This is an optimization exercise on Yosys and OpenROAD, whose aim is small area, a short achievable clock period and few clock cycles, not a production implementation. Where RTL was checked, it was by simulation tests only, not by an equivalence proof against the original. The RTL of run 1 was laid out without a check of its function. No activity file was given, so power comes from the tool's default toggle rates.

==> flow/design.v <==
module rtcc_gf_mul (
    input  wire [7:0] a,
    input  wire [7:0] b,
    input  wire [5:0] mh,
    output reg  [7:0] p
);
    integer i, j;
    reg [14:0] c;
    function [7:0] red(input [14:0] x, input integer mm, input [8:0] poly);
        integer q;
        reg [14:0] y;
        begin
            y = x;
            for (q = 14; q >= mm; q = q - 1)
                if (q <= 2 * mm - 2 && y[q]) y = y ^ ({6'd0, poly} << (q - mm));
            red = y[7:0];
        end
    endfunction
    always @* begin
        c = 15'd0;
        for (i = 0; i < 8; i = i + 1)
            for (j = 0; j < 8; j = j + 1)
                c[i + j] = c[i + j] ^ (a[i] & b[j]);
        p = ({8{mh[0]}} & red(c, 3, 9'h00b)) | ({8{mh[1]}} & red(c, 4, 9'h013)) |
            ({8{mh[2]}} & red(c, 5, 9'h025)) | ({8{mh[3]}} & red(c, 6, 9'h043)) |
            ({8{mh[4]}} & red(c, 7, 9'h089)) | ({8{mh[5]}} & red(c, 8, 9'h11d));
    end
endmodule
module rtcc_gf_cmul #(parameter integer K = 1) (
    input  wire [7:0] v,
    input  wire [5:0] mh,
    output reg  [7:0] p
);
    function [7:0] f(input [7:0] x, input integer mm, input [8:0] poly);
        integer j;
        reg [8:0] y;
        reg [7:0] z;
        begin
            z = x;
            for (j = 0; j < (K < 0 ? -K : K); j = j + 1) begin
                if (K > 0) begin
                    y = {z, 1'b0};
                    if (y[mm]) y = y ^ poly;
                    z = y[7:0];
                end else begin
                    y = {1'b0, z};
                    if (z[0]) y = y ^ poly;
                    z = y[8:1];
                end
            end
            f = z;
        end
    endfunction
    always @* begin
        p = ({8{mh[0]}} & f(v, 3, 9'h00b)) | ({8{mh[1]}} & f(v, 4, 9'h013)) |
            ({8{mh[2]}} & f(v, 5, 9'h025)) | ({8{mh[3]}} & f(v, 6, 9'h043)) |
            ({8{mh[4]}} & f(v, 7, 9'h089)) | ({8{mh[5]}} & f(v, 8, 9'h11d));
    end
endmodule
module rtcc_gf_sq (
    input  wire [7:0] v,
    input  wire [5:0] mh,
    output reg  [7:0] p
);
    function [7:0] f(input [7:0] x, input integer mm, input [8:0] poly);
        integer q;
        reg [14:0] y;
        begin
            y = 15'd0;
            for (q = 0; q < 8; q = q + 1) y[2 * q] = x[q];
            for (q = 14; q >= mm; q = q - 1)
                if (q <= 2 * mm - 2 && y[q]) y = y ^ ({6'd0, poly} << (q - mm));
            f = y[7:0];
        end
    endfunction
    always @* begin
        p = ({8{mh[0]}} & f(v, 3, 9'h00b)) | ({8{mh[1]}} & f(v, 4, 9'h013)) |
            ({8{mh[2]}} & f(v, 5, 9'h025)) | ({8{mh[3]}} & f(v, 6, 9'h043)) |
            ({8{mh[4]}} & f(v, 7, 9'h089)) | ({8{mh[5]}} & f(v, 8, 9'h11d));
    end
endmodule
module rtcc_rsdec (
    input  wire       clk,
    input  wire       rst,
    input  wire [3:0] cfg_m,
    input  wire [3:0] cfg_r,
    input  wire [7:0] cfg_n,
    input  wire       in_valid,
    output wire       in_ready,
    input  wire [7:0] in_sym,
    output reg        cor_valid,
    output reg  [7:0] cor_pos,
    output reg  [7:0] cor_val,
    output reg        done,
    output reg        res_fail,
    output reg  [1:0] res_reason,
    output reg  [3:0] res_ncorr,
    output reg  [3:0] res_degl,
    output reg  [3:0] res_len
);
    integer i;
    genvar g;
    reg  [7:0] a_cnt;
    reg  [5:0] a_mh;             
    reg  [3:0] a_r;
    reg  [7:0] a_n;
    reg  [7:0] as [0:7];
    reg        in_rdy;
    reg        q_full;
    reg  [5:0] q_mh;
    reg  [3:0] q_r;
    reg  [7:0] q_n;
    reg  [7:0] qs [0:7];
    assign in_ready = in_rdy;
    wire accept  = in_valid && in_rdy;
    wire a_first = (a_cnt == 8'd0);
    wire a_last  = !a_first && (a_cnt + 8'd1 == a_n);
    wire a_last1 = a_first ? (cfg_n == 8'd2) : (a_cnt + 8'd2 == a_n);
    wire [7:0] as_mul [0:7];
    generate
        for (g = 0; g < 8; g = g + 1) begin : g_as
            rtcc_gf_cmul #(.K(g + 1)) u_c (.v(as[g]), .mh(a_mh), .p(as_mul[g]));
        end
    endgenerate
    localparam S_IDLE = 0;
    localparam S_BMT  = 1;       
    localparam S_BMI  = 2;       
    localparam S_CK   = 3;       
    localparam S_CH1  = 4;       
    localparam S_OM   = 5;       
    localparam S_CH2I = 6;       
    localparam S_CH2  = 7;       
    localparam S_FN   = 8;       
    localparam S_TR   = 9;       
    localparam S_TR2  = 10;      
    localparam S_TR3  = 11;      
    reg  [11:0] st;
    reg  [5:0] p_mh;
    reg  [3:0] p_r;
    reg  [7:0] p_n;
    reg  [7:0] ps   [0:7];       
    reg  [7:0] lam  [0:8];       
    reg  [7:0] bp   [0:8];       
    reg  [7:0] bm_b, bm_d, dacc, lnq;
    reg  [3:0] bm_L, bm_Ln, bm_s, bm_t, bm_tl, idx, bidx;
    reg  [7:0] o1a, o2a, o3b;    
    reg        bm_lok, bm_lc, bval, pend;
    reg  [3:0] dl;               
    reg  [7:0] xe;               
    reg  [8:0] rN, rn;           
    reg  [3:0] vm, im;           
    reg  [3:0] cin, call;
    reg        fast;
    reg        c1v, c1eN, c1en;   
    reg  [3:0] c1mi, c1ma;      
    reg  [3:0] r2m;              
    reg  [7:0] r2odd [0:3];
    reg  [7:0] r2xe, r2pb;
    reg  [3:0] emitted;
    reg  [3:0] ok, olim;
    reg  [3:0] oi0, oi1, oi2;
    reg  [2:0] os0, os1, os2;
    reg  [2:0] ov;
    reg        olast;
    reg  [3:0] fk, fi;
    reg        fh;
    wire p_take = st[S_IDLE] && q_full;
    wire [7:0] nmax = {p_mh[5], p_mh[5] | p_mh[4], |p_mh[5:3], |p_mh[5:2], |p_mh[5:1], 3'b111};
    wire [3:0] m_m1 = {1'b0, |p_mh[5:2], p_mh[0] | p_mh[1] | p_mh[4] | p_mh[5],
                       p_mh[1] | p_mh[3] | p_mh[5]};       
    wire [7:0] trmask = {2'b00, p_mh[5] | p_mh[3], 1'b0, p_mh[1] | p_mh[2], 2'b00,
                         p_mh[0] | p_mh[2] | p_mh[4]};     
    reg [3:0] deg_l;
    always @* begin
        deg_l = 4'd0;
        for (i = 1; i <= 8; i = i + 1)
            if (lam[i] != 8'd0) deg_l = i;
    end
    reg q_zero;
    always @* begin
        q_zero = 1'b1;
        for (i = 0; i < 8; i = i + 1)
            if (i < q_r && qs[i] != 8'd0) q_zero = 1'b0;
    end
    reg  [7:0] m1a, m1b, m2a, m2b, m3a, m3b;
    wire [7:0] m1p, m2p, m3p;
    rtcc_gf_mul u_m1 (.a(m1a), .b(m1b), .mh(p_mh), .p(m1p));
    rtcc_gf_mul u_m2 (.a(m2a), .b(m2b), .mh(p_mh), .p(m2p));
    rtcc_gf_mul u_m3 (.a(m3a), .b(m3b), .mh(p_mh), .p(m3p));
    wire [7:0] sqp;
    rtcc_gf_sq  u_sq (.v(m2p), .mh(p_mh), .p(sqp));
    wire [7:0] l1 [1:8];         
    wire [7:0] l2 [1:4];         
    wire [7:0] l3 [1:4];         
    wire [7:0] l4 [1:4];         
    generate
        for (g = 1; g <= 8; g = g + 1) begin : g_l1
            rtcc_gf_cmul #(.K(-g)) u_c (.v(bp[g]), .mh(p_mh), .p(l1[g]));
        end
        for (g = 1; g <= 4; g = g + 1) begin : g_l234
            rtcc_gf_cmul #(.K(-2 * g)) u_c2 (.v(bp[g]), .mh(p_mh), .p(l2[g]));
            rtcc_gf_cmul #(.K(-3 * g)) u_c3 (.v(bp[g]), .mh(p_mh), .p(l3[g]));
            rtcc_gf_cmul #(.K(-4 * g)) u_c4 (.v(bp[g]), .mh(p_mh), .p(l4[g]));
        end
    endgenerate
    wire [7:0] xe1, xe4, ta1, ta2, ta3;
    rtcc_gf_cmul #(.K(-1)) u_xe1 (.v(xe), .mh(p_mh), .p(xe1));
    rtcc_gf_cmul #(.K(-4)) u_xe4 (.v(xe), .mh(p_mh), .p(xe4));
    rtcc_gf_cmul #(.K(-1)) u_ta1 (.v(8'd1), .mh(p_mh), .p(ta1));
    rtcc_gf_cmul #(.K(-2)) u_ta2 (.v(8'd1), .mh(p_mh), .p(ta2));
    rtcc_gf_cmul #(.K(-3)) u_ta3 (.v(8'd1), .mh(p_mh), .p(ta3));
    reg [7:0] lv   [0:3];        
    reg [7:0] lodd [0:3];        
    reg [3:0] lroot;
    always @* begin
        lv[0]   = lam[0] ^ bp[1] ^ bp[2] ^ bp[3] ^ bp[4] ^ bp[5] ^ bp[6] ^ bp[7] ^ bp[8];
        lodd[0] = bp[1] ^ bp[3] ^ bp[5] ^ bp[7];
        lv[1]   = lam[0] ^ l1[1] ^ l1[2] ^ l1[3] ^ l1[4];
        lodd[1] = l1[1] ^ l1[3];
        lv[2]   = lam[0] ^ l2[1] ^ l2[2] ^ l2[3] ^ l2[4];
        lodd[2] = l2[1] ^ l2[3];
        lv[3]   = lam[0] ^ l3[1] ^ l3[2] ^ l3[3] ^ l3[4];
        lodd[3] = l3[1] ^ l3[3];
        for (i = 0; i < 4; i = i + 1) begin
            lroot[i] = (lv[i] == 8'd0) && vm[i];
        end
    end
    wire [3:0] cin_n  = cin + c1mi[0] + c1mi[1] + c1mi[2] + c1mi[3];
    wire [3:0] call_n = call + c1ma[0] + c1ma[1] + c1ma[2] + c1ma[3];
    wire [8:0] step   = fast ? 9'd4 : 9'd1;
    wire [8:0] rN_n   = (rN > step) ? rN - step : 9'd0;
    wire [8:0] rn_n   = (rn > step) ? rn - step : 9'd0;
    wire [3:0] vm_n   = {fast && rN_n > 9'd3, fast && rN_n > 9'd2, fast && rN_n > 9'd1,
                         rN_n != 9'd0};
    wire [3:0] im_n   = {rn_n > 9'd3, rn_n > 9'd2, rn_n > 9'd1, rn_n != 9'd0};
    reg  [1:0] rj;
    always @* begin
        if      (r2m[0]) rj = 2'd0;
        else if (r2m[1]) rj = 2'd1;
        else if (r2m[2]) rj = 2'd2;
        else             rj = 2'd3;
    end
    reg  [7:0] tabj;
    always @* begin
        case (rj)
        2'd0:    tabj = 8'd1;
        2'd1:    tabj = ta1;
        2'd2:    tabj = ta2;
        default: tabj = ta3;
        endcase
    end
    wire [7:0] lnew = m1p ^ m2p;
    wire [7:0] dfin = dacc ^ (pend ? m3p : 8'd0);
    wire       lc   = (dfin != 8'd0) && bm_lok;
    wire [7:0] osum = dacc ^ (ov[0] ? m1p : 8'd0) ^ (ov[1] ? m2p : 8'd0) ^ (ov[2] ? m3p : 8'd0);
    wire [3:0] ok_n = ok - 4'd1;
    wire [3:0] olim_n = (ok_n < dl) ? ok_n : dl;
    always @* begin
        m1a = 8'd0; m1b = 8'd0;
        m2a = 8'd0; m2b = 8'd0;
        m3a = 8'd0; m3b = 8'd0;
        case (1'b1)
        st[S_BMT], st[S_BMI], st[S_OM]: begin
            m1a = o1a;                m1b = bm_b;
            m2a = o2a;                m2b = bm_d;
            m3a = lnq;                m3b = o3b;
        end
        st[S_CH2]: begin
            m1a = r2xe;               m1b = tabj;
        end
        st[S_FN]: begin
            m1a = dacc ^ o1a;         m1b = bm_b;
            m2a = lnq;                m2b = bm_d;
            m3a = dacc;               m3b = lnq;
        end
        st[S_TR]: begin
            m2a = lnq;                m2b = bm_d;
        end
        st[S_TR2]: begin
            m1a = lam[0];             m1b = lam[2];
            m3a = lnq;                m3b = lnq;
        end
        st[S_TR3]: begin
            m1a = dacc;               m1b = lnq;
        end
        default: ;
        endcase
    end
    function [7:0] lam_at(input [3:0] k);
        lam_at = (k <= 4'd8) ? lam[k] : 8'd0;
    endfunction
    function [7:0] bsh_at(input [3:0] k, input [3:0] sh);    
        bsh_at = (k >= sh) ? bp[k - sh] : 8'd0;
    endfunction
    wire q_busy = q_full && !p_take;
    always @(posedge clk) begin
        cor_valid <= 1'b0;
        done      <= 1'b0;
        begin
            in_rdy <= (accept && a_last) || !(q_busy && (a_last || a_last1));
            q_full <= q_busy || (accept && a_last);
            if (accept) begin
                a_cnt <= a_last ? 8'd0 : a_cnt + 8'd1;
                if (a_first) begin
                    a_mh <= {cfg_m == 4'd8, cfg_m == 4'd7, cfg_m == 4'd6,
                             cfg_m == 4'd5, cfg_m == 4'd4, cfg_m == 4'd3};
                    a_r  <= cfg_r;
                    a_n  <= cfg_n;
                end
                for (i = 0; i < 8; i = i + 1)
                    as[i] <= a_first ? in_sym : (as_mul[i] ^ in_sym);
                if (a_last) begin
                    for (i = 0; i < 8; i = i + 1) qs[i] <= as_mul[i] ^ in_sym;
                    q_mh <= a_mh;
                    q_r  <= a_r;
                    q_n  <= a_n;
                end
            end
            case (1'b1)
            st[S_IDLE]: begin
                if (q_full) begin
                    if (q_zero) begin
                        done       <= 1'b1;
                        res_fail   <= 1'b0;
                        res_reason <= 2'd0;
                        res_ncorr  <= 4'd0;
                        res_degl   <= 4'd0;
                        res_len    <= 4'd0;
                    end else begin
                        for (i = 0; i < 8; i = i + 1) ps[i] <= qs[i];
                        p_mh <= q_mh;
                        p_r  <= q_r;
                        p_n  <= q_n;
                        for (i = 0; i <= 8; i = i + 1) begin
                            lam[i] <= (i == 0) ? 8'd1 : 8'd0;
                            bp[i]  <= (i == 0) ? 8'd1 : 8'd0;
                        end
                        bm_b   <= 8'd1;
                        bm_L   <= 4'd0;
                        bm_s   <= 4'd1;
                        bm_t   <= 4'd0;
                        bm_tl  <= 4'd1;
                        bm_lok <= 1'b1;
                        dacc   <= qs[0];
                        pend   <= 1'b0;
                        st     <= 12'd1 << S_BMT;
                    end
                end
            end
            st[S_BMT]: begin
                if (bm_t == p_r) begin
                    st <= 12'd1 << S_CK;
                end else begin
                    bm_d  <= dfin;
                    bm_lc <= lc;
                    if (lc) begin
                        bm_Ln <= bm_tl;
                        idx   <= bm_tl;
                        bidx  <= bm_tl - bm_s;
                        bval  <= (bm_tl >= bm_s);
                        o1a   <= lam_at(bm_tl);
                        o2a   <= bsh_at(bm_tl, bm_s);
                    end else begin
                        bm_Ln <= bm_L;
                        idx   <= bm_L;
                        bidx  <= bm_L - bm_s;
                        bval  <= (bm_L >= bm_s);
                        o1a   <= lam_at(bm_L);
                        o2a   <= bsh_at(bm_L, bm_s);
                    end
                    dacc <= 8'd0;
                    pend <= 1'b0;
                    st   <= 12'd1 << S_BMI;
                end
            end
            st[S_BMI]: begin
                lam[idx] <= lnew;
                if (bm_lc) bp[idx] <= o1a;
                dacc <= dfin;
                lnq  <= lnew;
                o3b  <= ps[bm_t[2:0] + 3'd1 - idx[2:0]];
                o1a  <= lam_at(idx - 4'd1);
                o2a  <= (bval && bidx != 4'd0) ? bp[bidx - 4'd1] : 8'd0;
                pend <= (bm_t + 4'd1 < p_r) && (idx <= bm_t + 4'd1);
                bidx <= bidx - 4'd1;
                bval <= bval && (bidx != 4'd0);
                if (idx == 4'd0) begin
                    bm_t   <= bm_t + 4'd1;
                    bm_tl  <= bm_t + 4'd2 - bm_Ln;
                    bm_lok <= ({bm_Ln, 1'b0} <= {1'b0, bm_t} + 5'd1);
                    if (bm_lc) begin
                        bm_b <= bm_d;
                        bm_s <= 4'd1;
                    end else begin
                        bm_s <= bm_s + 4'd1;
                    end
                    bm_L <= bm_Ln;
                    st   <= 12'd1 << S_BMT;
                end else begin
                    idx <= idx - 4'd1;
                end
            end
            st[S_CK]: begin
                dl <= deg_l;
                if (deg_l != bm_L) begin
                    done       <= 1'b1;
                    res_fail   <= 1'b1;
                    res_reason <= 2'd1;
                    res_ncorr  <= 4'd0;
                    res_degl   <= deg_l;
                    res_len    <= bm_L;
                    st         <= 12'd1 << S_IDLE;
                end else begin
                    for (i = 1; i <= 8; i = i + 1) bp[i] <= lam[i];
                    rN   <= {1'b0, nmax};
                    rn   <= {1'b0, p_n};
                    vm   <= {deg_l <= 4'd4, deg_l <= 4'd4, deg_l <= 4'd4, 1'b1};
                    im   <= {p_n > 8'd3, p_n > 8'd2, 2'b11};
                    cin  <= 4'd0;
                    call <= 4'd0;
                    c1v  <= 1'b0;
                    fast <= (deg_l <= 4'd4);
                    st   <= 12'd1 << S_CH1;
                end
            end
            st[S_CH1]: begin
                c1v   <= 1'b1;
                c1mi  <= lroot & im;
                c1ma  <= lroot;
                c1eN  <= (rN_n == 9'd0);
                c1en  <= (rn_n == 9'd0);
                rN    <= rN_n;
                rn    <= rn_n;
                vm    <= vm_n;
                im    <= im_n;
                if (fast) begin
                    for (i = 1; i <= 4; i = i + 1) bp[i] <= l4[i];
                end else begin
                    for (i = 1; i <= 8; i = i + 1) bp[i] <= l1[i];
                end
                if (c1v) begin
                    cin  <= cin_n;
                    call <= call_n;
                    if (cin_n == dl) begin
                        ok    <= p_r - 4'd1;
                        olim  <= (p_r - 4'd1 < dl) ? p_r - 4'd1 : dl;
                        oi0   <= 4'd0;
                        oi1   <= 4'd1;
                        oi2   <= 4'd2;
                        os0   <= p_r[2:0] - 3'd1;
                        os1   <= p_r[2:0] - 3'd2;
                        os2   <= p_r[2:0] - 3'd3;
                        ov    <= {(p_r - 4'd1 < dl ? p_r - 4'd1 : dl) >= 4'd2,
                                  (p_r - 4'd1 < dl ? p_r - 4'd1 : dl) >= 4'd1, 1'b1};
                        olast <= ((p_r - 4'd1 < dl ? p_r - 4'd1 : dl) <= 4'd2);
                        dacc  <= 8'd0;
                        o1a   <= lam[0];
                        bm_b  <= ps[p_r[2:0] - 3'd1];
                        o2a   <= lam[1];
                        bm_d  <= ps[p_r[2:0] - 3'd2];
                        lnq   <= lam[2];
                        o3b   <= ps[p_r[2:0] - 3'd3];
                        st    <= 12'd1 << S_OM;
                    end else if (call_n == dl || c1eN || (dl == 4'd1 && c1en)) begin
                        done       <= 1'b1;
                        res_fail   <= 1'b1;
                        res_reason <= (call_n == dl || dl == 4'd1) ? 2'd2 : 2'd1;
                        res_ncorr  <= 4'd0;
                        res_degl   <= dl;
                        res_len    <= bm_L;
                        st         <= 12'd1 << S_IDLE;
                    end else if (dl == 4'd2 && c1en) begin
                        if (lam[1] == 8'd0) begin
                            done       <= 1'b1;
                            res_fail   <= 1'b1;
                            res_reason <= 2'd1;
                            res_ncorr  <= 4'd0;
                            res_degl   <= dl;
                            res_len    <= bm_L;
                            st         <= 12'd1 << S_IDLE;
                        end else begin
                            bm_d <= lam[1];
                            lnq  <= 8'd1;
                            fi   <= m_m1;
                            st   <= 12'd1 << S_TR;
                        end
                    end
                end
            end
            st[S_TR]: begin
                lnq <= sqp;
                fi  <= fi - 4'd1;
                if (fi == 4'd1) st <= 12'd1 << S_TR2;
            end
            st[S_TR2]: begin
                dacc <= m1p;
                lnq  <= m3p;
                st   <= 12'd1 << S_TR3;
            end
            st[S_TR3]: begin
                done       <= 1'b1;
                res_fail   <= 1'b1;
                res_reason <= (^(m1p & trmask)) ? 2'd1 : 2'd2;
                res_ncorr  <= 4'd0;
                res_degl   <= dl;
                res_len    <= bm_L;
                st         <= 12'd1 << S_IDLE;
            end
            st[S_OM]: begin
                if (olast) begin
                    ps[ok[2:0]] <= osum;
                    dacc <= 8'd0;
                    if (ok == 4'd0) begin
                        st <= 12'd1 << S_CH2I;
                    end else begin
                        ok    <= ok_n;
                        olim  <= olim_n;
                        oi0   <= 4'd0;
                        oi1   <= 4'd1;
                        oi2   <= 4'd2;
                        os0   <= ok_n[2:0];
                        os1   <= ok_n[2:0] - 3'd1;
                        os2   <= ok_n[2:0] - 3'd2;
                        ov    <= {olim_n >= 4'd2, olim_n >= 4'd1, 1'b1};
                        olast <= (olim_n <= 4'd2);
                        o1a   <= lam[0];
                        bm_b  <= ps[ok_n[2:0]];
                        o2a   <= lam[1];
                        bm_d  <= ps[ok_n[2:0] - 3'd1];
                        lnq   <= lam[2];
                        o3b   <= ps[ok_n[2:0] - 3'd2];
                    end
                end else begin
                    dacc  <= osum;
                    oi0   <= oi0 + 4'd3;
                    oi1   <= oi1 + 4'd3;
                    oi2   <= oi2 + 4'd3;
                    os0   <= os0 - 3'd3;
                    os1   <= os1 - 3'd3;
                    os2   <= os2 - 3'd3;
                    ov    <= {oi2 + 4'd3 <= olim, oi1 + 4'd3 <= olim, oi0 + 4'd3 <= olim};
                    olast <= (oi2 + 4'd3 >= olim);
                    o1a   <= lam_at(oi0 + 4'd3);
                    bm_b  <= ps[os0 - 3'd3];
                    o2a   <= lam_at(oi1 + 4'd3);
                    bm_d  <= ps[os1 - 3'd3];
                    lnq   <= lam_at(oi2 + 4'd3);
                    o3b   <= ps[os2 - 3'd3];
                end
            end
            st[S_CH2I]: begin
                for (i = 1; i <= 8; i = i + 1) bp[i] <= lam[i];
                xe      <= 8'd1;
                rN      <= {1'b0, nmax};
                rn      <= {1'b0, p_n};
                vm      <= {fast, fast, fast, 1'b1};
                im      <= {p_n > 8'd3, p_n > 8'd2, 2'b11};
                r2m     <= 4'd0;
                emitted <= 4'd0;
                st      <= 12'd1 << S_CH2;
            end
            st[S_CH2]: begin
                if (r2m != 4'd0) begin
                    bm_b    <= m1p;
                    bm_d    <= r2odd[rj];
                    cor_pos <= r2pb - {6'd0, rj};
                    r2m     <= r2m & ~(4'd1 << rj);
                    dacc    <= 8'd0;
                    lnq     <= 8'd1;
                    fk      <= p_r - 4'd1;
                    o1a     <= ps[p_r[2:0] - 3'd1];
                    fh      <= 1'b1;
                    fi      <= m_m1;
                    st      <= 12'd1 << S_FN;
                end else begin
                    r2m  <= lroot & im;
                    for (i = 0; i < 4; i = i + 1) r2odd[i] <= lodd[i];
                    r2xe <= xe;
                    r2pb <= rn[7:0] - 8'd1;
                    rN   <= rN_n;
                    rn   <= rn_n;
                    vm   <= vm_n;
                    im   <= im_n;
                    xe   <= fast ? xe4 : xe1;
                    if (fast) begin
                        for (i = 1; i <= 4; i = i + 1) bp[i] <= l4[i];
                    end else begin
                        for (i = 1; i <= 8; i = i + 1) bp[i] <= l1[i];
                    end
                end
            end
            st[S_FN]: begin
                if (fh) begin
                    dacc <= m1p;
                    o1a  <= ps[fk[2:0] - 3'd1];
                    if (fk == 4'd0) fh <= 1'b0;
                    else            fk <= fk - 4'd1;
                end
                if (fi != 4'd0) begin
                    lnq <= sqp;
                    fi  <= fi - 4'd1;
                end
                if (!fh && fi == 4'd0) begin
                    cor_valid <= 1'b1;
                    cor_val   <= m3p;
                    emitted   <= emitted + 4'd1;
                    if (emitted + 4'd1 == dl) begin
                        done       <= 1'b1;
                        res_fail   <= 1'b0;
                        res_reason <= 2'd0;
                        res_ncorr  <= dl;
                        res_degl   <= dl;
                        res_len    <= bm_L;
                        st         <= 12'd1 << S_IDLE;
                    end else begin
                        st <= 12'd1 << S_CH2;
                    end
                end
            end
            default: st <= 12'd1 << S_IDLE;
            endcase
        end
        if (rst) begin
            a_cnt     <= 8'd0;
            in_rdy    <= 1'b1;
            q_full    <= 1'b0;
            st        <= 12'd1 << S_IDLE;
            cor_valid <= 1'b0;
            done      <= 1'b0;
        end
    end
endmodule
==> flow/flow/run.sh <==
#!/bin/bash
# Standard ORFS layout (the standard.sh, unchanged synthesis), with the timing
# repair steps asked to leave a larger setup margin. The tools' output goes to flow.log.
set -euo pipefail
MARGIN=$(cat flow/margin.txt)
bash standard.sh SETUP_SLACK_MARGIN=$MARGIN finish > flow.log 2>&1
==> flow/flow/margin.txt <==
12
==> flow/standard.sh <==
#!/bin/bash
# synth_recipe.tcl (not shown) runs the flow's synth.tcl, then flattens the netlist and writes it again
# the make line also repeats each setting of config.mk as NAME=value (left out here)
make -C /OpenROAD-flow-scripts/flow DESIGN_CONFIG=/design/flow/config.mk WORK_HOME=/design/flow/orfs CLKGATE_MAP_FILE= SYNTH_SCRIPT=/design/flow/synth_recipe.tcl "${@:-finish}"
==> flow/config.mk <==
export PLATFORM = sky130hd
export DESIGN_NAME = rtcc_rsdec
export DESIGN_NICKNAME = rtcc_rsdec
export VERILOG_FILES = /design/flow/design.v
export SDC_FILE = /design/flow/constraint.sdc
export NUM_CORES = 4
export LEC_CHECK = 0
export CAP_MARGIN = 20
export CORE_MARGIN = 2
export CORE_UTILIZATION = 30
export PLACE_DENSITY = 0.4
export SLEW_MARGIN = 20
==> flow/constraint.sdc <==
create_clock -name core_clock -period 18.0 [get_ports {clk}]
set_input_delay 3.6000 -clock core_clock [delete_from_list [all_inputs] [get_ports {clk}]]
set_output_delay 3.6000 -clock core_clock [all_outputs]
set_load 0.01 [all_outputs]
==> flow_metrics.tcl, run 1 <==
set metrics [dict create \
    status "finished clean" \
    combinationalPowerShare_pct 8.3 \
    antenna_found_initial 22 \
    rsz0062_at_grt "true" \
    min_from "q_mh[4]" \
    gr-total-overflow 0 \
    cts_root_buffer "clkbuf_16" \
    crit_required_ns 18.52 \
    place_ws_ns 11.22 \
    crit_type "reg -> reg" \
    timing.final.crit_share_pct 33.6 \
    num_rows 179 \
    post-place-cells 9792 \
    ant_nets 0 \
    place_area_mm2 0.0756 \
    cp-start-kind "register" \
    ys_ff_latch 809 \
    wl_per_cell_um 33.4 \
    pin_count 61 \
    fp.dieW_um 493 \
    power_frac_seq_pct 45.3 \
    die_area_mm2 0.243 \
    p_switching_mw 1.24 \
    start_util_pct 30.1 \
    setup_ws_ns 11.96 \
    gp_congestion 0.950 \
    final_cells 10000 \
    numCtsBuffers 101 \
    clockBufferDepth 3 \
    synth_edf_count 777 \
    worstSkewPairLatency_ns 0.79 \
    fin_area_mm2 0.0794 \
    fmax_mhz 165 \
    vdd.ir_drop.worst_uv 85.6 \
    drt-initial-drc-count 7708 \
    r2r_start "st[7]" \
    ys.flop_type "edfxtp_1" \
    hold_viol_final 0 \
    skew_ns 0.0512 \
    grt_pass1_wl_um 466000 \
    ys_types 125 \
    dr.pass1.iters 7 \
    vias 60500 \
    setup_viol 0 \
    ys_seq_area_share_pct 33.5 \
    pwr-share-clk_pct 46.4 \
    drive_gt1_share_pct 16.2 \
    drc 0 \
    crit_arrival_ns 6.57 \
    yosys.area.top_type_share_pct 32.6 \
    clock-sinks 809 \
    port_buffers 60 \
    syn_inst 6978 \
    yosys_warnings 32 \
    cp_max_fo 30 \
    tightest_slew_ns 1.38 \
    vias_per_cell 6.05 \
    clk_pin_slew_ns 0.06 \
    cts_max_level 3 \
    cts_tree "built" \
    cp-startpoint "st[7]" \
    cap_violations 0 \
    slew_headroom_pct 6.81 \
    wl_um 334000 \
    grt_max_degree 93 \
    synthTopCellsByArea "edfxtp_1 (33%), mux4_2 (15%), xnor2_1 (9.1%), xor2_1 (6.6%), nand2_1 (3.7%)" \
    power.share.switching_pct 26.2 \
    final_max_slew_viol_count 0 \
    hold_class "reg -> reg" \
    ys_async_sr_fraction_pct 0 \
    syn_to_final_growth_pct 10.9 \
    endpoint_kind "register" \
    fin_crit_ns 6.04 \
    internal-power_mw 3.49 \
    grt_usage_pct 26.7 \
    num-nets-final 6871 \
    synth.cell_area_mm2 0.0716 \
    tns_ns 0 \
    coreArea_mm2 0.238 \
    p_per_area_mw_per_mm2 59.5 \
    yosysTopAreaCell "edfxtp_1" \
    place.detailed.hpwl_um 240000 \
    fin_hold_ws_ns 0.412 \
    synth.avg_cell_area_um2 10.3 \
    first_global_vias 57500 \
    p_leak_nw 26.5 \
    synth_fp_nets 7103 \
    die_h_um 493 \
]
-- final timing paths --
| kind | endpoint | slack [ns] | cells past startpoint |
|---|---|---|---|
| max reg2reg | lnq[0] | 11.96 | 16 |
| min | p_mh[4] | 0.41 | 0 |
| min reg2reg | p_mh[4] | 0.41 | 0 |
| max | lnq[0] | 11.96 | 16 |
-- state kept, by name (all words and copies together) (netlist names), 9 cells and up, named ones only --
name,count
bp,128
st,12
r2odd,32
rn,9
ps,64
rN,9
lam,128
as,64
qs,64
-- synthesized netlist by cell type (all sizes together) (27+ instances only) --
cell / number
edfxtp: 777
xnor2: 764
nand2: 718
xor2: 543
clkbuf: 490
nor2: 482
mux4: 461
o21ai: 396
a21oi: 369
buf: 165
a22oi: 152
inv: 131
mux2i: 119
nand3: 116
ha: 88
nor3: 82
a222oi: 74
a221oi: 63
o22ai: 60
nor2b: 53
o211ai: 50
mux2: 49
a211oi: 45
a31oi: 42
and2: 42
nor4: 42
nand4: 41
nand2b: 38
o221ai: 36
xnor3: 36
dfxtp: 32
a22o: 28
and3: 27
-- cell families after synthesis --
kind of cell | synth area share (%)
muxes | 17.0
adders and majority gates | 1.82
and+or+nand+nor | 11.3
buffers and inverters | 4.41
xor gates and xnor gates | 17.7
DFF | 33.5
AOI/OAI and AO/OA | 14.3
-- placed cells by master (no fill, tap or decap), drive strengths merged, types with 53 or more instances in the layout --
cell,n
clkbuf,122
nand3,116
nor2,482
nor2b,53
mux2i,119
clkinv,53
a222oi,74
a22oi,152
o22ai,60
ha,88
xor2,543
a21oi,369
xnor2,764
nand2,718
a221oi,63
edfxtp,777
nor3,83
buf,260
o21ai,396
mux4,461
inv,136
clkdlybuf4s50,59
-- per-stage QoR --
stage,utilization (%),power [mW]
after global routing,33.4,4.87
after CTS,33.3,4.77
final,33.4,4.72
after floorplan,-,2.45
after global placement,31.8,2.57
after detailed placement,31.8,2.57
-- power by group through the flow --
stage               clock (mW)  sequential, mW  combinational [mW]
global placement             0            2.18               0.392
finish                    2.19            2.14               0.393
floorplan                    0            2.14               0.315
global route              2.30            2.14               0.432
CTS                       2.24            2.14               0.397
detailed placement           0            2.18               0.395
-- metal layers --
metal / global-route usage [%] / share of wire [%] / wire length (um)
met5: 0 / 0.0054 / 18
met4: 11.2 / 4.7 / 15700
met3: 4.77 / 8.3 / 27700
met2: 40.9 / 45 / 149000
met1: 36.9 / 42 / 142000
-- timing repair --
item / 4_1_cts / 5_1_grt
hold buffers: 0 / 0
setup buffers: 5 / 12
setup endpoints to repair: 198 / 88
gates resized for setup: 14 / 21
pin swaps: 3 / 3
cloned: 1 / 0
-- critical path, stage by stage (launching register included) --
cell and delay (ns):
dfxtp_2 0.57, buf_6 0.37, nand2b_2 0.36, nand2_2 0.19
a222oi_1 0.43, buf_4 0.26, a21oi_1 0.07, xnor2_1 0.18
xnor2_1 0.28, xnor3_4 0.70, xnor3_1 0.43, and3_1 0.21
o41ai_2 0.49, nand3_4 0.26, xor2_4 0.38, inv_2 0.18
a221o_1 0.37
-- cell type report --
type,count,area [um^2]
Fill cell,24000,158000
Multi-Input combinational cell,5371,44800
Sequential cell,809,24000
Tap cell,3167,3960
Clock buffer,122,2640
Timing Repair Buffer,319,2590
Clock inverter,68,830
Inverter,144,551
Antenna cell,7,17.5
==> inputs of run 2 (changes only) <==
--- a/flow/design.v
+++ b/flow/design.v
@@ -142,8 +142,7 @@
     reg  [7:0] lam  [0:8];       
     reg  [7:0] bp   [0:8];       
     reg  [7:0] bm_b, bm_d, dacc, lnq;
-    reg  [3:0] bm_L, bm_Ln, bm_s, bm_t, bm_tl, idx, bidx;
-    reg  [7:0] o1a, o2a, o3b;    
+    reg  [3:0] bm_L, bm_Ln, bm_s, bm_t, bm_tl, idx, bidx, msl;
     reg        bm_lok, bm_lc, bval, pend;
     reg  [3:0] dl;               
     reg  [7:0] xe;               
@@ -152,7 +151,7 @@
     reg  [3:0] cin, call;
     reg        fast;
     reg        c1v, c1eN, c1en;   
-    reg  [3:0] c1mi, c1ma;      
+    reg  [2:0] c1in, c1all;
     reg  [3:0] r2m;              
     reg  [7:0] r2odd [0:3];
     reg  [7:0] r2xe, r2pb;
@@ -212,6 +211,7 @@
     reg [7:0] lv   [0:3];        
     reg [7:0] lodd [0:3];        
     reg [3:0] lroot;
+    reg [2:0] cin_g, call_g;
     always @* begin
         lv[0]   = lam[0] ^ bp[1] ^ bp[2] ^ bp[3] ^ bp[4] ^ bp[5] ^ bp[6] ^ bp[7] ^ bp[8];
         lodd[0] = bp[1] ^ bp[3] ^ bp[5] ^ bp[7];
@@ -221,12 +221,16 @@
         lodd[2] = l2[1] ^ l2[3];
         lv[3]   = lam[0] ^ l3[1] ^ l3[2] ^ l3[3] ^ l3[4];
         lodd[3] = l3[1] ^ l3[3];
+        cin_g  = 3'd0;
+        call_g = 3'd0;
         for (i = 0; i < 4; i = i + 1) begin
             lroot[i] = (lv[i] == 8'd0) && vm[i];
+            cin_g    = cin_g + (lroot[i] && im[i]);
+            call_g   = call_g + lroot[i];
         end
     end
-    wire [3:0] cin_n  = cin + c1mi[0] + c1mi[1] + c1mi[2] + c1mi[3];
-    wire [3:0] call_n = call + c1ma[0] + c1ma[1] + c1ma[2] + c1ma[3];
+    wire [3:0] cin_n  = cin + c1in;
+    wire [3:0] call_n = call + c1all;
     wire [8:0] step   = fast ? 9'd4 : 9'd1;
     wire [8:0] rN_n   = (rN > step) ? rN - step : 9'd0;
     wire [8:0] rn_n   = (rn > step) ? rn - step : 9'd0;
@@ -260,16 +264,21 @@
         m2a = 8'd0; m2b = 8'd0;
         m3a = 8'd0; m3b = 8'd0;
         case (1'b1)
-        st[S_BMT], st[S_BMI], st[S_OM]: begin
-            m1a = o1a;                m1b = bm_b;
-            m2a = o2a;                m2b = bm_d;
-            m3a = lnq;                m3b = o3b;
+        st[S_BMT], st[S_BMI]: begin
+            m1a = lam[idx];           m1b = bm_b;
+            m2a = bval ? bp[bidx] : 8'd0; m2b = bm_d;
+            m3a = lnq;                m3b = ps[msl[2:0]];
+        end
+        st[S_OM]: begin
+            m1a = lam[oi0];           m1b = ps[os0];
+            m2a = lam[oi1];           m2b = ps[os1];
+            m3a = lam[oi2];           m3b = ps[os2];
         end
         st[S_CH2]: begin
             m1a = r2xe;               m1b = tabj;
         end
         st[S_FN]: begin
-            m1a = dacc ^ o1a;         m1b = bm_b;
+            m1a = dacc ^ ps[fk[2:0]]; m1b = bm_b;
             m2a = lnq;                m2b = bm_d;
             m3a = dacc;               m3b = lnq;
         end
@@ -286,17 +295,16 @@
         default: ;
         endcase
     end
-    function [7:0] lam_at(input [3:0] k);
-        lam_at = (k <= 4'd8) ? lam[k] : 8'd0;
-    endfunction
-    function [7:0] bsh_at(input [3:0] k, input [3:0] sh);    
-        bsh_at = (k >= sh) ? bp[k - sh] : 8'd0;
-    endfunction
     wire q_busy = q_full && !p_take;
     always @(posedge clk) begin
         cor_valid <= 1'b0;
         done      <= 1'b0;
-        begin
+        if (rst) begin
+            a_cnt  <= 8'd0;
+            in_rdy <= 1'b1;
+            q_full <= 1'b0;
+            st     <= 12'd1 << S_IDLE;
+        end else begin
             in_rdy <= (accept && a_last) || !(q_busy && (a_last || a_last1));
             q_full <= q_busy || (accept && a_last);
             if (accept) begin
@@ -358,15 +366,11 @@
                         idx   <= bm_tl;
                         bidx  <= bm_tl - bm_s;
                         bval  <= (bm_tl >= bm_s);
-                        o1a   <= lam_at(bm_tl);
-                        o2a   <= bsh_at(bm_tl, bm_s);
                     end else begin
                         bm_Ln <= bm_L;
                         idx   <= bm_L;
                         bidx  <= bm_L - bm_s;
                         bval  <= (bm_L >= bm_s);
-                        o1a   <= lam_at(bm_L);
-                        o2a   <= bsh_at(bm_L, bm_s);
                     end
                     dacc <= 8'd0;
                     pend <= 1'b0;
@@ -375,12 +379,10 @@
             end
             st[S_BMI]: begin
                 lam[idx] <= lnew;
-                if (bm_lc) bp[idx] <= o1a;
+                if (bm_lc) bp[idx] <= lam[idx];
                 dacc <= dfin;
                 lnq  <= lnew;
-                o3b  <= ps[bm_t[2:0] + 3'd1 - idx[2:0]];
-                o1a  <= lam_at(idx - 4'd1);
-                o2a  <= (bval && bidx != 4'd0) ? bp[bidx - 4'd1] : 8'd0;
+                msl  <= bm_t + 4'd1 - idx;
                 pend <= (bm_t + 4'd1 < p_r) && (idx <= bm_t + 4'd1);
                 bidx <= bidx - 4'd1;
                 bval <= bval && (bidx != 4'd0);
@@ -425,8 +427,8 @@
             end
             st[S_CH1]: begin
                 c1v   <= 1'b1;
-                c1mi  <= lroot & im;
-                c1ma  <= lroot;
+                c1in  <= cin_g;
+                c1all <= call_g;
                 c1eN  <= (rN_n == 9'd0);
                 c1en  <= (rn_n == 9'd0);
                 rN    <= rN_n;
@@ -454,12 +456,6 @@
                                   (p_r - 4'd1 < dl ? p_r - 4'd1 : dl) >= 4'd1, 1'b1};
                         olast <= ((p_r - 4'd1 < dl ? p_r - 4'd1 : dl) <= 4'd2);
                         dacc  <= 8'd0;
-                        o1a   <= lam[0];
-                        bm_b  <= ps[p_r[2:0] - 3'd1];
-                        o2a   <= lam[1];
-                        bm_d  <= ps[p_r[2:0] - 3'd2];
-                        lnq   <= lam[2];
-                        o3b   <= ps[p_r[2:0] - 3'd3];
                         st    <= 12'd1 << S_OM;
                     end else if (call_n == dl || c1eN || (dl == 4'd1 && c1en)) begin
                         done       <= 1'b1;
@@ -523,12 +519,6 @@
                         os2   <= ok_n[2:0] - 3'd2;
                         ov    <= {olim_n >= 4'd2, olim_n >= 4'd1, 1'b1};
                         olast <= (olim_n <= 4'd2);
-                        o1a   <= lam[0];
-                        bm_b  <= ps[ok_n[2:0]];
-                        o2a   <= lam[1];
-                        bm_d  <= ps[ok_n[2:0] - 3'd1];
-                        lnq   <= lam[2];
-                        o3b   <= ps[ok_n[2:0] - 3'd2];
                     end
                 end else begin
                     dacc  <= osum;
@@ -540,12 +530,6 @@
                     os2   <= os2 - 3'd3;
                     ov    <= {oi2 + 4'd3 <= olim, oi1 + 4'd3 <= olim, oi0 + 4'd3 <= olim};
                     olast <= (oi2 + 4'd3 >= olim);
-                    o1a   <= lam_at(oi0 + 4'd3);
-                    bm_b  <= ps[os0 - 3'd3];
-                    o2a   <= lam_at(oi1 + 4'd3);
-                    bm_d  <= ps[os1 - 3'd3];
-                    lnq   <= lam_at(oi2 + 4'd3);
-                    o3b   <= ps[os2 - 3'd3];
                 end
             end
             st[S_CH2I]: begin
@@ -568,7 +552,6 @@
                     dacc    <= 8'd0;
                     lnq     <= 8'd1;
                     fk      <= p_r - 4'd1;
-                    o1a     <= ps[p_r[2:0] - 3'd1];
                     fh      <= 1'b1;
                     fi      <= m_m1;
                     st      <= 12'd1 << S_FN;
@@ -592,7 +575,6 @@
             st[S_FN]: begin
                 if (fh) begin
                     dacc <= m1p;
-                    o1a  <= ps[fk[2:0] - 3'd1];
                     if (fk == 4'd0) fh <= 1'b0;
                     else            fk <= fk - 4'd1;
                 end
@@ -620,13 +602,5 @@
             default: st <= 12'd1 << S_IDLE;
             endcase
         end
-        if (rst) begin
-            a_cnt     <= 8'd0;
-            in_rdy    <= 1'b1;
-            q_full    <= 1'b0;
-            st        <= 12'd1 << S_IDLE;
-            cor_valid <= 1'b0;
-            done      <= 1'b0;
-        end
     end
 endmodule
==> flow/run.sh (new file) <==
#!/bin/bash
# synth_recipe.tcl (not shown) runs the flow's synth.tcl, then flattens the netlist and writes it again
# the make line also repeats each setting of config.mk as NAME=value (left out here)
make -C /OpenROAD-flow-scripts/flow DESIGN_CONFIG=/design/flow/config.mk WORK_HOME=/design/flow/orfs CLKGATE_MAP_FILE= SYNTH_SCRIPT=/design/flow/synth_recipe.tcl finish
removed: flow/flow/run.sh
removed: flow/flow/margin.txt
removed: flow/standard.sh
==> flow_metrics.tcl, run 2 <==
set metrics [dict create \
    mostFrequentLayoutCells "edfxtp_1 (754), xnor2_1 (740), nand2_1 (572)" \
    vias_per_cell 5.78 \
    cap_violations 0 \
    crit_arrival_ns 8.74 \
    clock-sinks 813 \
    p_leak_nw 25.4 \
    yosys-top-cells-count "edfxtp_1 (754), xnor2_1 (744), nand2_1 (574), xor2_1 (549), nor2_1 (486)" \
    place.detailed.hpwl_um 216000 \
    syn_inst 6323 \
    die_h_um 467 \
    pin_count 61 \
    grt_usage_pct 25.9 \
    grt_pass1_wl_um 406000 \
    layout_commonest_cell "edfxtp_1" \
    ys_seq_area_share_pct 37.0 \
    syn_to_final_growth_pct 10.8 \
    tns_ns 0 \
    yosysTopAreaCell "edfxtp_1" \
    num-nets-final 6299 \
    slew_headroom_pct 20.8 \
    vias 52600 \
    hold_viol_final 0 \
    ys_types 121 \
    synthTopCellsByArea "edfxtp_1 (35%), xnor2_1 (10%), xor2_1 (7.5%), mux4_2 (6.0%), nand2_1 (3.3%)" \
    worstSkewPairLatency_ns 0.79 \
    grt.met2_usage_pct 42.5 \
    yosys.area.top_type_share_pct 35.1 \
    die_area_mm2 0.219 \
    grt_max_degree 96 \
    ys_async_sr_fraction_pct 0 \
    cts-hold-fix-buffers 0 \
    p_per_area_mw_per_mm2 62.6 \
    wl_per_cell_um 32.0 \
    ctsResizeCount 0 \
    first_global_vias 50900 \
    port_buffers 60 \
    crit_type "in -> reg" \
    ys_ff_latch 813 \
    clockBufferDepth 3 \
    drc 0 \
    final_cells 9099 \
    timing.final.crit_share_pct 46.3 \
    drt-initial-drc-count 5968 \
    final_max_slew_viol_count 0 \
    cts_root_buffer "clkbuf_16" \
    cp_max_fo 29 \
    fin_crit_ns 8.33 \
    ant_nets 0 \
    clk_pin_slew_ns 0.06 \
    yosys_warnings 32 \
    num_rows 170 \
    rsz0062_at_grt "false" \
    post-place-cells 8905 \
    multi_input_area_mm2 0.0380 \
    ys.flop_type "edfxtp_1" \
    fmax_mhz 120 \
    synth.avg_cell_area_um2 10.2 \
    antenna_found_initial 11 \
    gp_congestion 0.967 \
    dr.pass1.iters 12 \
    crit_required_ns 18.41 \
    endpoint_kind "register" \
    cts_tree "built" \
    tightest_slew_ns 1.19 \
    setup_viol 0 \
    globalRoute.busiestLayer "met2" \
    cts_max_level 3 \
    yosysMostFrequentCell "edfxtp_1" \
    synth.cell_area_mm2 0.0644 \
    cp-start-kind "input port" \
    fillers 22000 \
    fp.dieW_um 467 \
    drive_gt1_share_pct 12.1 \
    cts_setup_buffers 0 \
    numCtsBuffers 101 \
    regArea_mm2 0.0238 \
    use_met3_pct 3.76 \
    skew_ns 0.0665 \
    gr-total-overflow 0 \
    status "finished clean" \
    synth_edf_count 754 \
    start_util_pct 30.1 \
    grt_use_met1_pct 33.4 \
    coreArea_mm2 0.214 \
    vdd.ir_drop.worst_uv 68.8 \
    wl_um 291000 \
    hold_class "reg -> reg" \
    largestRegisters "bp x128, lam x128" \
    synth_fp_nets 6451 \
]
run 2: changes by cell type in the layout (fill, tap and decap cells not counted), sizes merged, moves of 38 or more:
| cell | change |
|---|---|
| a21oi | -87 |
| buf | -70 |
| mux2 | +68 |
| mux2i | +83 |
| mux4 | -276 |
| nand2 | -143 |
| o21ai | -164 |
| o31ai | +38 |
run 2: power breakdown:
| group | internal, mW | switching (mW) |
|---|---|---|
| Combinational | 0.0973 | 0.142 |
| Sequential | 2.07 | 0.0290 |
| Clock | 1.23 | 0.900 |
| Total | 3.40 | 1.07 |
run 2: layout make-up:
class	instances	area share [%]
Timing Repair Buffer	249	2.84
Multi-Input combinational cell	4858	53.3
Inverter	148	0.778
Clock buffer	126	3.74
Sequential cell	813	33.4
Tap cell	2838	4.97
Antenna cell	8	0.0280
Clock inverter	59	0.994
run 2: critical path, cell delays in order:
cell      delay [ns]
buf_2           0.10
buf_4           0.25
nor2_1          0.25
and3_1          0.23
and2_1          0.28
nand2b_1        0.18
or2_2           0.41
inv_2           0.54
buf_4           0.47
nand2_1         0.64
nand2_1         0.45
nor3_2          0.09
clkinv_1        0.16
buf_4           0.44
nor2_1          0.22
nand2_1         0.35
run 2: routing by layer:
metal,routed length [um],share of wire (%)
met1,119000,41
met2,136000,47
met3,19500,6.7
met4,16200,5.6
met5,0,0
run 2: through the flow:
| stage | hold slack, ns | power, mW | setup WS [ns] | instance area, um^2 | util [%] |
|---|---|---|---|---|---|
| 2_1_floorplan | 0.400 | 2.31 | 10.03 | 64400 | - |
| 3_3_place_gp | 0.402 | 2.38 | 9.18 | 67900 | 31.8 |
| 3_5_place_dp | 0.405 | 2.38 | 9.03 | 68000 | 31.8 |
| 4_1_cts | 0.363 | 4.51 | 9.83 | 71400 | 33.3 |
| 5_1_grt | 0.403 | 4.59 | 9.34 | 71400 | 33.4 |
| 6_report | 0.382 | 4.47 | 9.67 | 71400 | 33.4 |
run 2: kinds of logic after synthesis:
group | after synthesis | share of synthesized area, %
and+or+nand+nor | 1598 | 11.3
xor gates and xnor gates | 1353 | 19.5
AOI/OAI and AO/OA | 1301 | 14.1
DFF | 813 | 37.0
buffers and inverters | 652 | 4.27
muxes | 504 | 11.7
adders and majority gates | 102 | 2.08
run 2: worst paths after layout:
check | start | end | slack [ns] | cells past startpoint
worst max-delay path | rst | bp[4][4] | 9.67 | 16
worst max register to register | register | idx[0] | 10.58 | 17
worst min register to register | q_mh[3] | p_mh[3] | 0.38 | 0
worst min-delay path | q_mh[3] | p_mh[3] | 0.38 | 0
Testbench counts of run 2, summed over its fixed seeds: cycles 19,090.
==> inputs of run 3 (changes only) <==
--- a/flow/design.v
+++ b/flow/design.v
@@ -111,6 +111,11 @@
     reg  [3:0] q_r;
     reg  [7:0] q_n;
     reg  [7:0] qs [0:7];
+    reg        q2_full;
+    reg  [5:0] q2_mh;
+    reg  [3:0] q2_r;
+    reg  [7:0] q2_n;
+    reg  [7:0] q2s [0:7];
     assign in_ready = in_rdy;
     wire accept  = in_valid && in_rdy;
     wire a_first = (a_cnt == 8'd0);
@@ -142,7 +147,8 @@
     reg  [7:0] lam  [0:8];       
     reg  [7:0] bp   [0:8];       
     reg  [7:0] bm_b, bm_d, dacc, lnq;
-    reg  [3:0] bm_L, bm_Ln, bm_s, bm_t, bm_tl, idx, bidx, msl;
+    reg  [3:0] bm_L, bm_Ln, bm_s, bm_t, bm_tl, idx, bidx;
+    reg  [7:0] o1a, o2a, o3b;    
     reg        bm_lok, bm_lc, bval, pend;
     reg  [3:0] dl;               
     reg  [7:0] xe;               
@@ -151,7 +157,7 @@
     reg  [3:0] cin, call;
     reg        fast;
     reg        c1v, c1eN, c1en;   
-    reg  [2:0] c1in, c1all;
+    reg  [3:0] c1mi, c1ma;      
     reg  [3:0] r2m;              
     reg  [7:0] r2odd [0:3];
     reg  [7:0] r2xe, r2pb;
@@ -211,7 +217,6 @@
     reg [7:0] lv   [0:3];        
     reg [7:0] lodd [0:3];        
     reg [3:0] lroot;
-    reg [2:0] cin_g, call_g;
     always @* begin
         lv[0]   = lam[0] ^ bp[1] ^ bp[2] ^ bp[3] ^ bp[4] ^ bp[5] ^ bp[6] ^ bp[7] ^ bp[8];
         lodd[0] = bp[1] ^ bp[3] ^ bp[5] ^ bp[7];
@@ -221,16 +226,12 @@
         lodd[2] = l2[1] ^ l2[3];
         lv[3]   = lam[0] ^ l3[1] ^ l3[2] ^ l3[3] ^ l3[4];
         lodd[3] = l3[1] ^ l3[3];
-        cin_g  = 3'd0;
-        call_g = 3'd0;
         for (i = 0; i < 4; i = i + 1) begin
             lroot[i] = (lv[i] == 8'd0) && vm[i];
-            cin_g    = cin_g + (lroot[i] && im[i]);
-            call_g   = call_g + lroot[i];
         end
     end
-    wire [3:0] cin_n  = cin + c1in;
-    wire [3:0] call_n = call + c1all;
+    wire [3:0] cin_n  = cin + c1mi[0] + c1mi[1] + c1mi[2] + c1mi[3];
+    wire [3:0] call_n = call + c1ma[0] + c1ma[1] + c1ma[2] + c1ma[3];
     wire [8:0] step   = fast ? 9'd4 : 9'd1;
     wire [8:0] rN_n   = (rN > step) ? rN - step : 9'd0;
     wire [8:0] rn_n   = (rn > step) ? rn - step : 9'd0;
@@ -264,21 +265,16 @@
         m2a = 8'd0; m2b = 8'd0;
         m3a = 8'd0; m3b = 8'd0;
         case (1'b1)
-        st[S_BMT], st[S_BMI]: begin
-            m1a = lam[idx];           m1b = bm_b;
-            m2a = bval ? bp[bidx] : 8'd0; m2b = bm_d;
-            m3a = lnq;                m3b = ps[msl[2:0]];
-        end
-        st[S_OM]: begin
-            m1a = lam[oi0];           m1b = ps[os0];
-            m2a = lam[oi1];           m2b = ps[os1];
-            m3a = lam[oi2];           m3b = ps[os2];
+        st[S_BMT], st[S_BMI], st[S_OM]: begin
+            m1a = o1a;                m1b = bm_b;
+            m2a = o2a;                m2b = bm_d;
+            m3a = lnq;                m3b = o3b;
         end
         st[S_CH2]: begin
             m1a = r2xe;               m1b = tabj;
         end
         st[S_FN]: begin
-            m1a = dacc ^ ps[fk[2:0]]; m1b = bm_b;
+            m1a = dacc ^ o1a;         m1b = bm_b;
             m2a = lnq;                m2b = bm_d;
             m3a = dacc;               m3b = lnq;
         end
@@ -295,18 +291,67 @@
         default: ;
         endcase
     end
-    wire q_busy = q_full && !p_take;
+    function [7:0] lam_at(input [3:0] k);
+        lam_at = (k <= 4'd8) ? lam[k] : 8'd0;
+    endfunction
+    function [7:0] bsh_at(input [3:0] k, input [3:0] sh);    
+        bsh_at = (k >= sh) ? bp[k - sh] : 8'd0;
+    endfunction
+    reg  [3:0] la_i, lb_i, lc_i, bb_i;
+    reg        bb_v;
+    reg  [2:0] p0_i, p1_i, p2_i;
+    always @* begin
+        la_i = 4'd0; lb_i = 4'd1; lc_i = 4'd2;
+        p0_i = p_r[2:0] - 3'd1;
+        p1_i = p_r[2:0] - 3'd2;
+        p2_i = p_r[2:0] - 3'd3;
+        bb_i = bm_L - bm_s;
+        bb_v = (bm_L >= bm_s);
+        if (st[S_BMT]) la_i = bm_L;
+        if (st[S_BMI]) begin
+            la_i = idx - 4'd1;
+            bb_i = bidx - 4'd1;
+            bb_v = bval && (bidx != 4'd0);
+            p2_i = bm_t[2:0] + 3'd1 - idx[2:0];
+        end
+        if (st[S_OM]) begin
+            if (olast) begin
+                p0_i = ok_n[2:0];
+                p1_i = ok_n[2:0] - 3'd1;
+                p2_i = ok_n[2:0] - 3'd2;
+            end else begin
+                la_i = oi0 + 4'd3;
+                lb_i = oi1 + 4'd3;
+                lc_i = oi2 + 4'd3;
+                p0_i = os0 - 3'd3;
+                p1_i = os1 - 3'd3;
+                p2_i = os2 - 3'd3;
+            end
+        end
+        if (st[S_FN]) p0_i = fk[2:0] - 3'd1;
+    end
+    wire [7:0] la_v = lam_at(la_i);
+    wire [7:0] lb_v = lam_at(lb_i);
+    wire [7:0] lc_v = lam_at(lc_i);
+    wire [7:0] bb_v8 = bb_v ? bp[bb_i] : 8'd0;
+    wire [7:0] p0_v = ps[p0_i];
+    wire [7:0] p1_v = ps[p1_i];
+    wire [7:0] p2_v = ps[p2_i];
+    wire q2_mv  = q2_full && (!q_full || p_take);
+    wire q_busy = q2_full && !q2_mv;
     always @(posedge clk) begin
         cor_valid <= 1'b0;
         done      <= 1'b0;
-        if (rst) begin
-            a_cnt  <= 8'd0;
-            in_rdy <= 1'b1;
-            q_full <= 1'b0;
-            st     <= 12'd1 << S_IDLE;
-        end else begin
+        begin
             in_rdy <= (accept && a_last) || !(q_busy && (a_last || a_last1));
-            q_full <= q_busy || (accept && a_last);
+            q2_full <= q_busy || (accept && a_last);
+            q_full  <= (q_full && !p_take) || q2_mv;
+            if (q2_mv) begin
+                for (i = 0; i < 8; i = i + 1) qs[i] <= q2s[i];
+                q_mh <= q2_mh;
+                q_r  <= q2_r;
+                q_n  <= q2_n;
+            end
             if (accept) begin
                 a_cnt <= a_last ? 8'd0 : a_cnt + 8'd1;
                 if (a_first) begin
@@ -318,10 +363,10 @@
                 for (i = 0; i < 8; i = i + 1)
                     as[i] <= a_first ? in_sym : (as_mul[i] ^ in_sym);
                 if (a_last) begin
-                    for (i = 0; i < 8; i = i + 1) qs[i] <= as_mul[i] ^ in_sym;
-                    q_mh <= a_mh;
-                    q_r  <= a_r;
-                    q_n  <= a_n;
+                    for (i = 0; i < 8; i = i + 1) q2s[i] <= as_mul[i] ^ in_sym;
+                    q2_mh <= a_mh;
+                    q2_r  <= a_r;
+                    q2_n  <= a_n;
                 end
             end
             case (1'b1)
@@ -366,11 +411,15 @@
                         idx   <= bm_tl;
                         bidx  <= bm_tl - bm_s;
                         bval  <= (bm_tl >= bm_s);
+                        o1a   <= 8'd0;       
+                        o2a   <= bsh_at(bm_tl, bm_s);
                     end else begin
                         bm_Ln <= bm_L;
                         idx   <= bm_L;
                         bidx  <= bm_L - bm_s;
                         bval  <= (bm_L >= bm_s);
+                        o1a   <= la_v;
+                        o2a   <= bb_v8;
                     end
                     dacc <= 8'd0;
                     pend <= 1'b0;
@@ -379,10 +428,12 @@
             end
             st[S_BMI]: begin
                 lam[idx] <= lnew;
-                if (bm_lc) bp[idx] <= lam[idx];
+                if (bm_lc) bp[idx] <= o1a;
                 dacc <= dfin;
                 lnq  <= lnew;
-                msl  <= bm_t + 4'd1 - idx;
+                o3b  <= p2_v;
+                o1a  <= la_v;
+                o2a  <= bb_v8;
                 pend <= (bm_t + 4'd1 < p_r) && (idx <= bm_t + 4'd1);
                 bidx <= bidx - 4'd1;
                 bval <= bval && (bidx != 4'd0);
@@ -412,6 +463,26 @@
                     res_degl   <= deg_l;
                     res_len    <= bm_L;
                     st         <= 12'd1 << S_IDLE;
+                end else if (deg_l == 4'd1) begin
+                    fast  <= 1'b1;
+                    ok    <= p_r - 4'd1;
+                    olim  <= (p_r - 4'd1 < 4'd1) ? p_r - 4'd1 : 4'd1;
+                    oi0   <= 4'd0;
+                    oi1   <= 4'd1;
+                    oi2   <= 4'd2;
+                    os0   <= p_r[2:0] - 3'd1;
+                    os1   <= p_r[2:0] - 3'd2;
+                    os2   <= p_r[2:0] - 3'd3;
+                    ov    <= {1'b0, p_r != 4'd1, 1'b1};
+                    olast <= 1'b1;
+                    dacc  <= 8'd0;
+                    o1a   <= lam[0];
+                    bm_b  <= p0_v;
+                    o2a   <= lam[1];
+                    bm_d  <= p1_v;
+                    lnq   <= lam[2];
+                    o3b   <= p2_v;
+                    st    <= 12'd1 << S_OM;
                 end else begin
                     for (i = 1; i <= 8; i = i + 1) bp[i] <= lam[i];
                     rN   <= {1'b0, nmax};
@@ -427,8 +498,8 @@
             end
             st[S_CH1]: begin
                 c1v   <= 1'b1;
-                c1in  <= cin_g;
-                c1all <= call_g;
+                c1mi  <= lroot & im;
+                c1ma  <= lroot;
                 c1eN  <= (rN_n == 9'd0);
                 c1en  <= (rn_n == 9'd0);
                 rN    <= rN_n;
@@ -456,6 +527,12 @@
                                   (p_r - 4'd1 < dl ? p_r - 4'd1 : dl) >= 4'd1, 1'b1};
                         olast <= ((p_r - 4'd1 < dl ? p_r - 4'd1 : dl) <= 4'd2);
                         dacc  <= 8'd0;
+                        o1a   <= lam[0];
+                        bm_b  <= p0_v;
+                        o2a   <= lam[1];
+                        bm_d  <= p1_v;
+                        lnq   <= lam[2];
+                        o3b   <= p2_v;
                         st    <= 12'd1 << S_OM;
                     end else if (call_n == dl || c1eN || (dl == 4'd1 && c1en)) begin
                         done       <= 1'b1;
@@ -519,6 +596,12 @@
                         os2   <= ok_n[2:0] - 3'd2;
                         ov    <= {olim_n >= 4'd2, olim_n >= 4'd1, 1'b1};
                         olast <= (olim_n <= 4'd2);
+                        o1a   <= lam[0];
+                        bm_b  <= p0_v;
+                        o2a   <= lam[1];
+                        bm_d  <= p1_v;
+                        lnq   <= lam[2];
+                        o3b   <= p2_v;
                     end
                 end else begin
                     dacc  <= osum;
@@ -530,6 +613,12 @@
                     os2   <= os2 - 3'd3;
                     ov    <= {oi2 + 4'd3 <= olim, oi1 + 4'd3 <= olim, oi0 + 4'd3 <= olim};
                     olast <= (oi2 + 4'd3 >= olim);
+                    o1a   <= la_v;
+                    bm_b  <= p0_v;
+                    o2a   <= lb_v;
+                    bm_d  <= p1_v;
+                    lnq   <= lc_v;
+                    o3b   <= p2_v;
                 end
             end
             st[S_CH2I]: begin
@@ -552,9 +641,18 @@
                     dacc    <= 8'd0;
                     lnq     <= 8'd1;
                     fk      <= p_r - 4'd1;
+                    o1a     <= p0_v;
                     fh      <= 1'b1;
                     fi      <= m_m1;
                     st      <= 12'd1 << S_FN;
+                end else if (!im[0]) begin
+                    done       <= 1'b1;
+                    res_fail   <= 1'b1;
+                    res_reason <= 2'd2;
+                    res_ncorr  <= 4'd0;
+                    res_degl   <= dl;
+                    res_len    <= bm_L;
+                    st         <= 12'd1 << S_IDLE;
                 end else begin
                     r2m  <= lroot & im;
                     for (i = 0; i < 4; i = i + 1) r2odd[i] <= lodd[i];
@@ -575,6 +673,7 @@
             st[S_FN]: begin
                 if (fh) begin
                     dacc <= m1p;
+                    o1a  <= p0_v;
                     if (fk == 4'd0) fh <= 1'b0;
                     else            fk <= fk - 4'd1;
                 end
@@ -602,5 +701,14 @@
             default: st <= 12'd1 << S_IDLE;
             endcase
         end
+        if (rst) begin
+            a_cnt     <= 8'd0;
+            in_rdy    <= 1'b1;
+            q_full    <= 1'b0;
+            q2_full   <= 1'b0;
+            st        <= 12'd1 << S_IDLE;
+            cor_valid <= 1'b0;
+            done      <= 1'b0;
+        end
     end
 endmodule
==> flow/flow/run.sh (new file) <==
#!/bin/bash
# Standard ORFS layout (the standard.sh, with its synthesis unchanged). The timing repair
# steps are asked to leave a larger setup margin, and may resize cells to any footprint.
# The tools' output goes to flow.log in this folder.
set -euo pipefail
ARGS=$(cat flow/repair_args.txt)
bash standard.sh $ARGS finish > flow.log 2>&1
==> flow/flow/repair_args.txt (new file) <==
SETUP_SLACK_MARGIN=13 MATCH_CELL_FOOTPRINT=0
==> flow/standard.sh (new file) <==
#!/bin/bash
# synth_recipe.tcl (not shown) runs the flow's synth.tcl, then flattens the netlist and writes it again
# the make line also repeats each setting of config.mk as NAME=value (left out here)
make -C /OpenROAD-flow-scripts/flow DESIGN_CONFIG=/design/flow/config.mk WORK_HOME=/design/flow/orfs CLKGATE_MAP_FILE= SYNTH_SCRIPT=/design/flow/synth_recipe.tcl "${@:-finish}"
removed: flow/run.sh
==> flow_metrics.tcl, run 3 <==
set metrics [dict create \
    synth_compound_area_share_pct 16.9 \
    ys_async_sr_fraction_pct 0 \
    antenna_found_initial 11 \
    grt_usage_pct 26.3 \
    vdd.ir_drop.worst_uv 87.2 \
    ant_nets 0 \
    p_per_area_mw_per_mm2 62.7 \
    grt_pass1_wl_um 414000 \
    wl_um 297000 \
    cp-start-kind "register" \
    num_rows 169 \
    grt.met2_usage_pct 39.9 \
    num-nets-final 6871 \
    tns_ns 0 \
    synth_fp_nets 6770 \
    yosysMostFrequentCell "nand2_1" \
    ys.flop_type "edfxtp_1" \
    yosysTopAreaCell "edfxtp_1" \
    p_switching_mw 1.21 \
    numCtsBuffers 103 \
    gr-total-overflow 0 \
    largestRegisters "bp x128, lam x72" \
    ys_seq_area_share_pct 38.5 \
    vias_per_cell 5.78 \
    synth_simple_gate_area_share_pct 13.2 \
    ys_ff_latch 828 \
    synth.avg_cell_area_um2 9.62 \
    total_power_mw 4.78 \
    die_area_mm2 0.217 \
    crit_arrival_ns 5.88 \
    cts-hold-fix-buffers 0 \
    fmax_mhz 186 \
    hold_viol_final 0 \
    tightest_slew_ns 1.21 \
    wl_per_cell_um 30.7 \
    cap_violations 0 \
    clockBufferDepth 3 \
    start_util_pct 30.2 \
    final_max_slew_viol_count 0 \
    grt_max_degree 106 \
    drt-initial-drc-count 7297 \
    min_path_cells 0 \
    skew_ns 0.0754 \
    syn_inst 6647 \
    synth_fa_ha_area_share_pct 2.00 \
    timing.final.crit_share_pct 29.9 \
    synth_xor_area_share_pct 19.7 \
    clk_pin_slew_ns 0.06 \
    place.detailed.hpwl_um 208000 \
    synth_edf_count 803 \
    grt_use_met1_pct 37.9 \
    cts_max_level 3 \
    use_met3_pct 3.84 \
    cts_root_buffer "clkbuf_16" \
    rsz0062_at_grt "true" \
    p_leak_nw 27.3 \
    synthTopCellsByArea "edfxtp_1 (38%), xnor2_1 (9.6%), xor2_1 (7.8%), nand2_1 (4.7%), mux4_2 (3.0%)" \
    yosys.area.top_type_share_pct 37.7 \
    yosys_warnings 34 \
    combinationalPowerShare_pct 8.0 \
    synth.cell_area_mm2 0.0640 \
    synth_top_family_by_area "XOR/XNOR gates" \
    power_frac_seq_pct 45.8 \
    vias 55900 \
    synthMuxAreaShare_pct 5.52 \
    hold_class "reg -> reg" \
    drc 0 \
    pwr-share-clk_pct 46.2 \
    port_buffers 60 \
    status "finished clean" \
    die_h_um 466 \
]
-- run 3: changes by cell type after synthesis, moves of 39 or more --
| cell | before | now |
|---|---|---|
| mux4_2 | 173 | 85 |
| o21ai_0 | 216 | 351 |
| o31ai_1 | 60 | 21 |
| nand2_1 | 574 | 804 |
| xnor2_1 | 744 | 699 |
| clkbuf_1 | 326 | 421 |
| o22ai_1 | 89 | 28 |
| buf_2 | 58 | 13 |
| a211oi_1 | 36 | 118 |
| a21oi_1 | 277 | 316 |
| mux2i_1 | 202 | 83 |
| nand3_1 | 93 | 132 |
| edfxtp_1 | 754 | 803 |
-- run 3: worst paths after layout --
kind	from	end	slack, ns
max	st[2]	idx[2]	12.62
min	q2s[2][4]	qs[2][4]	0.42
max reg2reg	st[2]	idx[2]	12.62
min reg2reg	q2s[2][4]	qs[2][4]	0.42
-- run 3: worst max-delay path, stage by stage, from the launching register on --
cell and delay (ns):
dfxtp_4 0.38, buf_16 0.15, nor4_4 0.34, buf_4 0.20
buf_6 0.13, o211ai_1 0.21, a22oi_1 0.27, xnor2_1 0.15
xnor3_2 0.47, buf_12 0.15, xnor3_1 0.36, xnor2_2 0.15
o2111ai_2 0.26, nand2_1 0.14, a221oi_2 0.30, nand4b_1 0.15
buf_6 0.15, o41a_4 0.55, mux2_4 0.34, mux2_4 0.26
-- run 3: final cells by class --
type / instances / area (um^2)
Timing Repair inverter: 1 / 5.00
Tap cell: 2821 / 3530
Fill cell: 21300 / 136000
Inverter: 147 / 567
Antenna cell: 5 / 12.5
Sequential cell: 828 / 24600
Timing Repair Buffer: 528 / 4960
Clock inverter: 66 / 828
Clock buffer: 128 / 2690
Multi-Input combinational cell: 5139 / 39100
-- run 3: cell families (layout without fill, tap and decap cells) --
group,count (synthesis),after routing
AND/OR/NAND/NOR,1884,1884
AO/OA/AOI/OAI,1580,1582
XOR/XNOR,1338,1340
flip-flops,828,828
buffers and inverters,684,870
multiplexers,237,237
adder cells (fa/ha/maj),96,96
other,0,5
-- run 3: power by group through the flow --
| stage | logic [mW] | registers (mW) | clock network [mW] |
|---|---|---|---|
| after global routing | 0.425 | 2.19 | 2.31 |
| after detailed placement | 0.377 | 2.23 | 0 |
| final | 0.384 | 2.19 | 2.21 |
| after floorplan | 0.306 | 2.19 | 0 |
| after global placement | 0.376 | 2.23 | 0 |
| after CTS | 0.381 | 2.19 | 2.25 |
-- run 3: what timing repair did --
item / CTS / global route
endpoints found under the hold margin: 0 / 0
setup endpoints to repair: 532 / 241
pin swaps: 87 / 115
buffers inserted: 155 / 102
gates resized for setup: 310 / 243
gates cloned: 13 / 6
-- run 3: through the flow --
step,setup WS [ns],util [%]
CTS,12.74,34.9
global placement,11.02,32.0
detailed placement,11.20,32.0
finish,12.62,36.0
global route,12.54,36.0
floorplan,11.29,-
-- run 3: metal layers --
| metal | up-vias | share of wire, % |
|---|---|---|
| met3 | 519 | 8.1 |
| met1 | 28200 | 44 |
| met5 | - | 0.011 |
| met2 | 2756 | 43 |
| li1 | 24400 | - |
| met4 | 4 | 4.1 |
Testbench counts of run 3, summed over its fixed seeds: cycles 17,921.

Check on run 3: ideal ports give 12.621 ns setup slack; a clkbuf_16 on the clock port and buf_2 on the inputs give 12.621 ns; moving port delays by the midpoint clock arrival (0.826 ns) as well gives 12.383 ns.
